From an optimization exercise on the open Yosys and OpenROAD flow, aimed at small area, a short achievable clock period and few clock cycles; shortcuts taken in it are not production practice. In this exercise RTL edits were held to simulation tests only and were not proved equivalent to the original. No activity file was given, so power comes from the tool's default toggle rates.

## run.sh

```bash
#!/bin/bash
# synth_recipe.tcl (not shown) runs the flow's synth.tcl, then flattens the netlist and writes it again
# the make line also repeats each setting of config.mk as NAME=value (left out here)
make -C /OpenROAD-flow-scripts/flow DESIGN_CONFIG=/design/flow/config.mk WORK_HOME=/design/flow/orfs CLKGATE_MAP_FILE= SYNTH_SCRIPT=/design/flow/synth_recipe.tcl finish
```

## config.mk

```make
export PLATFORM = sky130hd
export DESIGN_NAME = ctp_framer
export DESIGN_NICKNAME = ctp_framer
export VERILOG_FILES = /design/flow/design.v
export SDC_FILE = /design/flow/constraint.sdc
export NUM_CORES = 4
export LEC_CHECK = 0
export CAP_MARGIN = 20
export CORE_MARGIN = 2
export CORE_UTILIZATION = 40
export SLEW_MARGIN = 20
```

## constraint.sdc

```tcl
create_clock -name core_clock -period 8.0 [get_ports {clk}]
set_input_delay 1.6000 -clock core_clock [delete_from_list [all_inputs] [get_ports {clk}]]
set_output_delay 1.6000 -clock core_clock [all_outputs]
set_load 0.01 [all_outputs]
```

## design.v

```verilog
module ctp_crc32_byte (
    input  wire [31:0] crc_in,
    input  wire [7:0]  data,
    output reg  [31:0] crc_out
);
    integer b;
    always @(*) begin
        crc_out = crc_in ^ {24'd0, data};
        for (b = 0; b < 8; b = b + 1) begin
            if (crc_out[0])
                crc_out = (crc_out >> 1) ^ 32'hEDB88320;
            else
                crc_out = crc_out >> 1;
        end
    end
endmodule
module ctp_crc32_word (
    input  wire [31:0] crc_in,
    input  wire [31:0] data,
    input  wire [1:0]  nb,
    output reg  [31:0] crc_out
);
    wire [31:0] c1, c2, c3, c4;
    ctp_crc32_byte u0 (.crc_in(crc_in), .data(data[7:0]),   .crc_out(c1));
    ctp_crc32_byte u1 (.crc_in(c1),     .data(data[15:8]),  .crc_out(c2));
    ctp_crc32_byte u2 (.crc_in(c2),     .data(data[23:16]), .crc_out(c3));
    ctp_crc32_byte u3 (.crc_in(c3),     .data(data[31:24]), .crc_out(c4));
    always @(*) begin
        case (nb)
            2'd1:    crc_out = c1;
            2'd2:    crc_out = c2;
            2'd3:    crc_out = c3;
            default: crc_out = c4;
        endcase
    end
endmodule
module ctp_framer (
    input  wire        clk,
    input  wire        rst_n,
    input  wire        bus_req,
    input  wire        bus_we,
    input  wire [11:0] bus_addr,
    input  wire [1:0]  bus_size,     
    input  wire [31:0] bus_wdata,
    output reg         bus_rvalid,
    output reg  [31:0] bus_rdata,
    output reg         bus_rerr,
    output wire        irq
);
    localparam MAX_PAYLOAD = 128;
    localparam PAY_WORDS   = 32;
    localparam TX_WORDS    = 36;
    localparam RX_WORDS    = 4;
    localparam [31:0] FRAMER_ID = 32'h43545001;
    localparam [2:0] OP_ILLEGAL = 3'd0, OP_ENC_DATA = 3'd1, OP_VERIFY = 3'd2,
                     OP_ENC_ACK = 3'd3, OP_CRC32 = 3'd4;
    localparam [3:0] E_NONE = 4'd0, E_PAYLOAD_TOO_LARGE = 4'd1, E_BUFFER_TOO_SMALL = 4'd2,
                     E_TOO_SHORT = 4'd3, E_WRONG_TYPE = 4'd4, E_INVALID_FLAG = 4'd5,
                     E_CHECKSUM_MISMATCH = 4'd6, E_ILLEGAL_COMMAND = 4'd7;
    localparam [2:0] S_IDLE = 3'd0, S_ILL = 3'd1, S_HDR0 = 3'd2, S_HDR1 = 3'd3,
                     S_PAY = 3'd4, S_C2 = 3'd5, S_V0 = 3'd6, S_V1 = 3'd7;
    reg [31:0] pay_mem [0:PAY_WORDS-1];
    reg [31:0] tx_mem  [0:TX_WORDS-1];
    reg [31:0] rx_mem  [0:RX_WORDS-1];
    reg        ctrl_ie;
    reg        st_done;
    reg [3:0]  st_err;
    reg [7:0]  seqnum_r;
    reg [7:0]  window_r;
    reg [15:0] plen_r;
    reg [31:0] tstamp_r;
    reg [15:0] txcap_r;
    reg [15:0] rxlen_r;
    reg [15:0] txlen_r;
    reg [31:0] hcrc_r;       
    reg [31:0] pcrc_r;       
    reg [4:0]  res_window;
    reg [7:0]  res_seqnum;
    reg [2:0]  state;
    reg        op_ack;       
    reg        op_crc;       
    reg [4:0]  idx;          
    wire busy = (state != S_IDLE);
    assign irq = ctrl_ie & st_done;
    wire in_regs = (bus_addr < 12'h038);
    wire in_pay  = (bus_addr[11:7] == 5'b00100);
    wire in_tx   = (bus_addr[11:8] == 4'h4) && (bus_addr[7:4] <= 4'h8);
    wire in_rx   = (bus_addr[11:4] == 8'h80);
    wire in_buf  = in_pay | in_tx | in_rx;
    wire reg_size_ok = (bus_size == 2'd2) && (bus_addr[1:0] == 2'b00);
    wire buf_size_ok = (bus_size == 2'd0) ||
                       (bus_size == 2'd1 && bus_addr[0] == 1'b0) ||
                       (bus_size == 2'd2 && bus_addr[1:0] == 2'b00);
    wire busy_ok     = !busy || (in_regs && bus_addr[5:0] <= 6'h08);
    wire bus_ok = ((in_regs && reg_size_ok) || (in_buf && buf_size_ok)) && busy_ok;
    wire host_wr = bus_req && bus_we && bus_ok;
    wire host_rd = bus_req && !bus_we && bus_ok;
    wire [4:0]  pay_wi  = bus_addr[6:2];
    wire [5:0]  tx_wi   = bus_addr[7:2];
    wire [1:0]  rx_wi   = bus_addr[3:2];
    wire [1:0]  lane    = bus_addr[1:0];
    reg  [3:0]  host_be;
    always @(*) begin
        case (bus_size)
            2'd0:    host_be = 4'b0001 << lane;
            2'd1:    host_be = 4'b0011 << lane;
            default: host_be = 4'b1111;
        endcase
    end
    wire [31:0] host_wd = bus_wdata << {lane, 3'b000};
    wire soft_rst = host_wr && in_regs && bus_addr[5:0] == 6'h04 && bus_wdata[1];
    wire issue    = host_wr && in_regs && bus_addr[5:0] == 6'h0C;
    wire [4:0]  pay_ri   = busy ? idx : pay_wi;
    wire [31:0] pay_word = pay_mem[pay_ri];
    reg [31:0] reg_rdata;
    always @(*) begin
        case (bus_addr[5:2])
            4'h0:    reg_rdata = FRAMER_ID;
            4'h1:    reg_rdata = {31'd0, ctrl_ie};
            4'h2:    reg_rdata = {20'd0, st_err, 6'd0, st_done, busy};
            4'h3:    reg_rdata = 32'd0;
            4'h4:    reg_rdata = {24'd0, seqnum_r};
            4'h5:    reg_rdata = {24'd0, window_r};
            4'h6:    reg_rdata = {16'd0, plen_r};
            4'h7:    reg_rdata = tstamp_r;
            4'h8:    reg_rdata = {16'd0, txcap_r};
            4'h9:    reg_rdata = {16'd0, rxlen_r};
            4'hA:    reg_rdata = {16'd0, txlen_r};
            4'hB:    reg_rdata = hcrc_r;
            4'hC:    reg_rdata = pcrc_r;
            4'hD:    reg_rdata = {16'd0, res_seqnum, 3'd0, res_window};
            default: reg_rdata = 32'd0;
        endcase
    end
    reg [31:0] buf_word;
    always @(*) begin
        if (in_pay)
            buf_word = pay_word;
        else if (in_tx)
            buf_word = tx_mem[tx_wi];
        else
            buf_word = rx_mem[rx_wi];
    end
    wire [31:0] buf_shifted = buf_word >> {lane, 3'b000};
    reg  [31:0] buf_rdata;
    always @(*) begin
        case (bus_size)
            2'd0:    buf_rdata = {24'd0, buf_shifted[7:0]};
            2'd1:    buf_rdata = {16'd0, buf_shifted[15:0]};
            default: buf_rdata = buf_shifted;
        endcase
    end
    always @(posedge clk) begin
        if (!rst_n) begin
            bus_rvalid <= 1'b0;
            bus_rerr   <= 1'b0;
            bus_rdata  <= 32'd0;
        end else begin
            bus_rvalid <= bus_req;
            bus_rerr   <= bus_req && !bus_ok;
            if (host_rd)
                bus_rdata <= in_regs ? reg_rdata : buf_rdata;
            else
                bus_rdata <= 32'd0;
        end
    end
    wire [7:0]  plen8    = plen_r[7:0];            
    wire [16:0] total    = (plen_r == 16'd0) ? 17'd12 : ({1'b0, plen_r} + 17'd16);
    wire        too_large = (plen_r > MAX_PAYLOAD);
    wire [7:0]  plen_m1  = plen8 - 8'd1;
    wire        pay_last = (idx == plen_m1[6:2]);
    wire [7:0]  hdr_b0   = {op_ack ? 2'd2 : 2'd1, 1'b0, window_r[4:0]};
    wire [31:0] hdr_w0   = {plen_r[7:0], plen_r[15:8], seqnum_r, hdr_b0};
    wire [31:0] hdr_w1   = {tstamp_r[7:0], tstamp_r[15:8], tstamp_r[23:16], tstamp_r[31:24]};
    wire [7:0]  rx_b0     = rx_mem[0][7:0];
    wire [7:0]  rx_b1     = rx_mem[0][15:8];
    wire [31:0] rx_stored = {rx_mem[2][7:0], rx_mem[2][15:8], rx_mem[2][23:16], rx_mem[2][31:24]};
    reg  [31:0] cu_state;
    reg  [31:0] cu_data;
    reg  [1:0]  cu_nb;
    always @(*) begin
        cu_state = 32'hFFFFFFFF;
        cu_data  = pay_word;
        cu_nb    = 2'd0;
        case (state)
            S_HDR0: cu_data = hdr_w0;
            S_HDR1: begin cu_state = hcrc_r; cu_data = hdr_w1; end
            S_V0:   cu_data = rx_mem[0];
            S_V1:   begin cu_state = hcrc_r; cu_data = rx_mem[1]; end
            default: begin
                if (idx != 5'd0) cu_state = pcrc_r;
                if (pay_last) cu_nb = plen8[1:0];
            end
        endcase
    end
    wire [31:0] crc_next;
    ctp_crc32_word u_crc (
        .crc_in  (cu_state),
        .data    (cu_data),
        .nb      (cu_nb),
        .crc_out (crc_next)
    );
    wire [31:0] crc_next_final = ~crc_next;
    wire [31:0] c2_le  = {pcrc_r[7:0], pcrc_r[15:8], pcrc_r[23:16], pcrc_r[31:24]};
    wire [63:0] c2_dbl = {c2_le, c2_le} << {plen8[1:0], 3'b000};
    wire [31:0] c2_rot = c2_dbl[63:32];
    reg        eng_we;
    reg [5:0]  eng_word;
    reg [3:0]  eng_mlo;      
    reg [3:0]  eng_mhi;      
    reg [31:0] eng_wd;
    always @(*) begin
        eng_we   = 1'b0;
        eng_word = 6'd0;
        eng_mlo  = 4'b1111;
        eng_mhi  = 4'b0000;
        eng_wd   = pay_word;
        case (state)
            S_HDR0: begin
                eng_we = !too_large && !(total > {1'b0, txcap_r});
                eng_wd = hdr_w0;
            end
            S_HDR1: begin
                eng_we   = 1'b1;
                eng_word = 6'd1;
                eng_wd   = hdr_w1;
            end
            S_PAY: begin
                eng_we   = !op_crc;
                eng_word = 6'd3 + {1'b0, idx};
                if (pay_last)
                    case (plen8[1:0])
                        2'd1: eng_mlo = 4'b0001;
                        2'd2: eng_mlo = 4'b0011;
                        2'd3: eng_mlo = 4'b0111;
                        default: eng_mlo = 4'b1111;
                    endcase
            end
            S_C2: begin
                eng_we   = (plen8 != 8'd0);
                eng_word = 6'd3 + {1'b0, plen8[7:2]};
                eng_wd   = c2_rot;
                case (plen8[1:0])
                    2'd0: begin eng_mlo = 4'b1111; eng_mhi = 4'b0000; end
                    2'd1: begin eng_mlo = 4'b1110; eng_mhi = 4'b0001; end
                    2'd2: begin eng_mlo = 4'b1100; eng_mhi = 4'b0011; end
                    default: begin eng_mlo = 4'b1000; eng_mhi = 4'b0111; end
                endcase
            end
            default: ;
        endcase
    end
    wire        eng_w2_we = (state == S_PAY && !op_crc) || (state == S_C2);
    wire [31:0] c1_le     = {hcrc_r[7:0], hcrc_r[15:8], hcrc_r[23:16], hcrc_r[31:24]};
    wire [31:0] wbus = busy ? eng_wd : host_wd;
    integer k, w;
    always @(posedge clk) begin
        if (host_wr && in_pay) begin
            for (k = 0; k < 4; k = k + 1)
                if (host_be[k]) pay_mem[pay_wi][8*k +: 8] <= wbus[8*k +: 8];
        end
        if (host_wr && in_rx) begin
            for (k = 0; k < 4; k = k + 1)
                if (host_be[k]) rx_mem[rx_wi][8*k +: 8] <= wbus[8*k +: 8];
        end
        for (w = 0; w < TX_WORDS; w = w + 1) begin
            for (k = 0; k < 4; k = k + 1) begin
                if (w == 2 && eng_w2_we)
                    tx_mem[w][8*k +: 8] <= c1_le[8*k +: 8];
                else if ((host_wr && in_tx && tx_wi == w && host_be[k]) ||
                         (eng_we && eng_word == w && eng_mlo[k]) ||
                         (eng_we && eng_word + 6'd1 == w && eng_mhi[k]))
                    tx_mem[w][8*k +: 8] <= wbus[8*k +: 8];
            end
        end
    end
    always @(posedge clk) begin
        if (!rst_n || soft_rst) begin
            ctrl_ie    <= 1'b0;
            st_done    <= 1'b0;
            st_err     <= E_NONE;
            seqnum_r   <= 8'h00;
            window_r   <= 8'h01;
            plen_r     <= 16'h0000;
            tstamp_r   <= 32'h0;
            txcap_r    <= 16'd144;
            rxlen_r    <= 16'h0000;
            txlen_r    <= 16'h0000;
            hcrc_r     <= 32'h0;
            pcrc_r     <= 32'h0;
            res_window <= 5'd0;
            res_seqnum <= 8'd0;
            state      <= S_IDLE;
            op_ack     <= 1'b0;
            op_crc     <= 1'b0;
            idx        <= 5'd0;
        end else begin
            if (host_wr && in_regs) begin
                case (bus_addr[5:2])
                    4'h1: ctrl_ie  <= bus_wdata[0];
                    4'h2: if (bus_wdata[1]) st_done <= 1'b0;
                    4'h4: seqnum_r <= bus_wdata[7:0];
                    4'h5: window_r <= bus_wdata[7:0];
                    4'h6: plen_r   <= bus_wdata[15:0];
                    4'h7: tstamp_r <= bus_wdata;
                    4'h8: txcap_r  <= bus_wdata[15:0];
                    4'h9: rxlen_r  <= bus_wdata[15:0];
                    default: ;
                endcase
            end
            if (issue) begin
                st_done <= 1'b0;
                st_err  <= E_NONE;
                idx     <= 5'd0;
                op_ack  <= (bus_wdata == 32'd3);
                op_crc  <= (bus_wdata == 32'd4);
                case (bus_wdata)
                    32'd1, 32'd3: state <= S_HDR0;
                    32'd2:        state <= S_V0;
                    32'd4:        state <= S_PAY;
                    default:      state <= S_ILL;
                endcase
            end
            case (state)
                S_ILL: begin
                    st_err <= E_ILLEGAL_COMMAND; st_done <= 1'b1; state <= S_IDLE;
                end
                S_HDR0: begin
                    if (too_large) begin
                        st_err <= E_PAYLOAD_TOO_LARGE; st_done <= 1'b1; state <= S_IDLE;
                    end else if (total > {1'b0, txcap_r}) begin
                        st_err <= E_BUFFER_TOO_SMALL; st_done <= 1'b1; state <= S_IDLE;
                    end else begin
                        hcrc_r <= crc_next;
                        state  <= S_HDR1;
                    end
                end
                S_HDR1: begin
                    hcrc_r <= crc_next_final;
                    state  <= (plen8 == 8'd0) ? S_C2 : S_PAY;
                end
                S_PAY: begin
                    if (op_crc && idx == 5'd0 && too_large) begin
                        st_err <= E_PAYLOAD_TOO_LARGE; st_done <= 1'b1; state <= S_IDLE;
                    end else if (op_crc && plen8 == 8'd0) begin
                        pcrc_r <= 32'd0;
                        st_err <= E_NONE; st_done <= 1'b1; state <= S_IDLE;
                    end else begin
                        idx <= idx + 5'd1;
                        if (pay_last) begin
                            pcrc_r <= crc_next_final;
                            if (op_crc) begin
                                st_err <= E_NONE; st_done <= 1'b1; state <= S_IDLE;
                            end else
                                state <= S_C2;
                        end else
                            pcrc_r <= crc_next;
                    end
                end
                S_C2: begin
                    txlen_r <= total[15:0];
                    st_err  <= E_NONE; st_done <= 1'b1; state <= S_IDLE;
                end
                S_V0: begin
                    if (rxlen_r < 16'd12) begin
                        st_err <= E_TOO_SHORT; st_done <= 1'b1; state <= S_IDLE;
                    end else if (rx_b0[7:6] != 2'd2) begin
                        st_err <= E_WRONG_TYPE; st_done <= 1'b1; state <= S_IDLE;
                    end else if (rx_b0[5]) begin
                        st_err <= E_INVALID_FLAG; st_done <= 1'b1; state <= S_IDLE;
                    end else begin
                        hcrc_r <= crc_next;
                        state  <= S_V1;
                    end
                end
                S_V1: begin
                    hcrc_r <= crc_next_final;
                    if (crc_next_final != rx_stored)
                        st_err <= E_CHECKSUM_MISMATCH;
                    else begin
                        st_err     <= E_NONE;
                        res_window <= rx_b0[4:0];
                        res_seqnum <= rx_b1;
                    end
                    st_done <= 1'b1;
                    state   <= S_IDLE;
                end
                default: ;
            endcase
        end
    end
endmodule
```

==> flow_metrics.py <==
metrics = {
    "sta": {
        "finalSetupViolations": 15,
        "post-route-period-util_pct": 103,
        "holdWs_ps": 458,
        "hold_violations": 0,
        "rsz0062_at_grt": "true",
        "max_freq_mhz": 122,
        "slew-limit-headroom_pct": 16.3,
        "skew_ps": 82.9,
        "finalCriticalPeriod_ps": 8200,
        "setup_ws_ps": -200,
        "finalMaxSlewViolations": 0,
        "worstMarginPinSlew_ps": 1250,
    },
    "critical_path": {
        "worstSetupEndpointType": "flop",
        "path_common_cell": "buf_12",
        "cp_num_buf_inv": 13,
        "cp_data_arrival_time_ps": 8970,
        "worstRegToRegCells": 29,
        "r2r_start": "idx[0]",
        "slowest_delay_ps": 810,
        "crit_type": "primary input to flop",
        "reg2reg_slack_ps": -100,
        "path_max_fanout": 8,
        "required_ps": 8770,
        "critPathLaunchType": "primary input",
        "cp_slowest_cell": "a222oi_1",
        "crit_family": "compound AO/OA/AOI/OAI gates",
        "rr_endpoint": "st_err[2]",
    },
    "global_routing": {
        "grt_max_degree": 108,
        "grt_pass1_vias": 86300,
        "grt_pass1_wl_um": 746000,
        "track_usage_pct": 36.1,
        "antenna_found_initial": 60,
        "grt_overflow": 0,
    },
    "cells_and_area": {
        "utilization_pct": 48.9,
        "drive_gt1_share_pct": 22.9,
        "syn2layout_area_growth_pct": 21.9,
        "fin_nets": 10300,
        "final_cells": 14400,
    },
    "cts": {
        "clk_pin_slew_ps": 60,
        "cts-root-buf": "clkbuf_16",
        "cts_sinks": 2543,
        "cts_tree": "built",
        "clk_path_buf_depth": 4,
        "clk_latency_ps": 950,
        "cts_buffers": 281,
        "htree_levels": 5,
    },
    "die": {
        "die_y_um": 546,
        "io_pins": 85,
        "coreArea_um2": 293000,
        "start_util_pct": 40.1,
        "row_count": 199,
        "die_x_um": 546,
        "dieArea_um2": 298000,
    },
    "logic_synthesis": {
        "synthTopCellsByArea": "edfxtp_1 59%, dfxtp_1 4.1%, mux2i_1 4.0%, nand2_1 2.9%, a22oi_1 2.0%",
        "synth_top_cell_by_area": "edfxtp_1",
        "synth_top_area_share_pct": 58.8,
        "ys_top_cells_by_count": "2304 x edfxtp_1, 909 x nand2_1, 621 x nor2_1",
        "ys_seq_area_share_pct": 62.9,
        "async_flop_share_pct": 0,
        "synth-edff-count": 2304,
        "syn_nets": 9142,
        "yosys_register_bits": 2543,
        "syn_area_per_cell_um2": 13.0,
        "ys.flop_type": "edfxtp_1",
        "synth.most_common_cell": "edfxtp_1",
        "ys_types": 109,
        "syn-cell-area_um2": 118000,
        "synthCells": 9066,
        "ys.warnings.count": 4,
    },
    "power_and_ir_drop": {
        "p_clk_share_pct": 15.9,
        "power_density_nw_per_um2": 572,
        "p_leak_nw": 49.4,
        "swShare_pct": 42.8,
        "switching_power_w": 0.0351,
        "power_w": 0.0820,
        "p_int_w": 0.0469,
        "seqPwrFrac_pct": 17.7,
        "combPwrFrac_pct": 66.4,
        "vdd_drop_max_v": 0.00284,
    },
    "hold_path": {
        "hp-class": "flop to flop",
        "min-delay-start": "txcap_r[10]",
        "whs_endpoint": "txcap_r[10]",
        "hold_depth": 2,
    },
    "run_status": {
        "failed_checks": "negative setup slack",
        "outcome": "complete, but fails checks",
    },
    "drt": {
        "vias_per_cell": 6.50,
        "firstDrtPassIters": 8,
        "post-route-drc-count": 0,
        "vias": 93300,
        "wl_per_cell_um": 38.6,
        "postRouteAntennaNets": 0,
        "drt_iter0_drc": 15400,
        "wirelength_um": 555000,
    },
    "place": {
        "place.gp.congestion": 1.05,
        "dp.cells": 13800,
        "port_buffers": 84,
        "dp_hpwl_um": 401000,
    },
    "flow_run": {
        "drv_cap": 0,
    },
}
-- how the worst max path moves through the flow --
stage                 from             to  depth (start not counted)
2_1_floorplan  bus_addr[6]  res_seqnum[2]                         24
3_3_place_gp   bus_addr[2]  res_seqnum[0]                         31
3_5_place_dp   bus_addr[2]      st_err[2]                         30
4_1_cts        bus_addr[3]  res_seqnum[1]                         31
5_1_grt        bus_addr[2]  res_seqnum[4]                         35
6_report       bus_addr[2]      st_err[2]                         32
-- power by group through the flow --
stage                     Sequential (W)  Clock (W)  Combinational, W
after global routing              0.0145     0.0136            0.0559
final                             0.0146     0.0130            0.0544
after CTS                         0.0146     0.0131            0.0520
after detailed placement          0.0148          0            0.0500
after floorplan                   0.0149          0            0.0229
after global placement            0.0148          0            0.0502
-- through the flow --
stage          TNS, ps  instance area, um2  setup slack (ps)
2_1_floorplan        0              118000              6.94
3_3_place_gp    -37570              133000             -1400
3_5_place_dp    -34650              133000             -1310
4_1_cts              0              143000              6.40
5_1_grt          -2610              143000              -234
6_report         -1980              143000              -200
-- state kept, by name (all words and copies together) (netlist names), 4 cells and up --
signal and count:
tstamp_r 32, txlen_r 16, st_err 4, window_r 8, pcrc_r 32, res_seqnum 8, res_window 5, idx 5
seqnum_r 8, tx_mem 1152, txcap_r 16, plen_r 16, pay_mem 1024, bus_rdata 32, rxlen_r 16, rx_mem 128
hcrc_r 32
-- area by class of cell --
cell class,count,area (um2)
Multi-Input combinational cell,5781,42000
Tap cell,3919,4900
Timing Repair Buffer,1536,13100
Fill cell,25700,150000
Clock buffer,353,7640
Inverter,60,225
Sequential cell,2543,74000
Clock inverter,145,1430
Antenna cell,32,80.1
-- layer usage --
metal / track usage (%) / share of wire [%]
met5: 0 / 0.023
met4: 19.5 / 6.4
met3: 9.59 / 12
met2: 51.0 / 42
met1: 50.3 / 39
-- kinds of logic after synthesis --
group / synth area share [%]
AO/OA/AOI/OAI: 12.7
XOR/XNOR: 4.81
adder cells (fa/ha/maj): 0.277
buffers and inverters: 2.76
flip-flops: 62.9
multiplexers: 7.07
AND/OR/NAND/NOR: 9.52
-- tightest hold or removal path: cells and delay by family, from the launching register on --
| kind | cells | cell delay, ps |
|---|---|---|
| simple gates | 1 | 50 |
| flops | 1 | 310 |
| compound gates | 1 | 50 |
-- layout by cell type (no fill, tap or decap), drive strengths merged, types with 32 or more instances in the layout --
master and instances:
a211oi 128, a21oi 427, a221oi 184, a222oi 40, a22o 122, a22oi 312
a311oi 35, a31oi 70, and3 93, buf 1459, clkbuf 353, clkdlybuf4s50 76
clkinv 105, dfxtp 239, diode 32, edfxtp 2304, inv 72, mux2 107
mux2i 476, mux4 102, nand2 910, nand2b 43, nand3 383, nand4 121
nor2 624, nor2b 32, nor3 117, nor4 37, o21ai 253, o221ai 104
o22ai 153, xnor2 260, xnor3 63, xor2 148
-- what timing repair did --
item,in CTS,in global routing
pin swaps,12,31
resized for setup,42,56
setup endpoints to repair,15,75
setup buffers,26,21
hold buffers,0,0
cloned,2,0
Testbench counts, summed over its fixed seeds: cycles 22,711.

static timing again, ports no longer ideal:
In the flow no input, the clock included, has a driving cell. The finished layout below was timed again as built, in two steps. Step 1 sets driving cells, clkbuf_16 on the clock port and buf_2 on the other inputs (assumed; they add their load-dependent delay and slew). Step 2 moves the port delays by t, midway between the first and last clock arrival at a register: inputs arrive t later, outputs are due t later. That takes back most of the time a late clock gives input paths. Slacks: ideal / step 1 / step 2; pairs: ideal / step 1.
t, ns: 1.004
setup WS [ns]: -0.200 / -0.162 / -1.167
latest minus earliest clock arrival (ns): 0.083 / 0.083
worst register clock-pin slew, ns: 0.07 / 0.07
worst slew at a driven data input, ns: 0.21
The setup slack of this run moves by +0.038 ns with the drivers and by -0.967 ns with both steps.
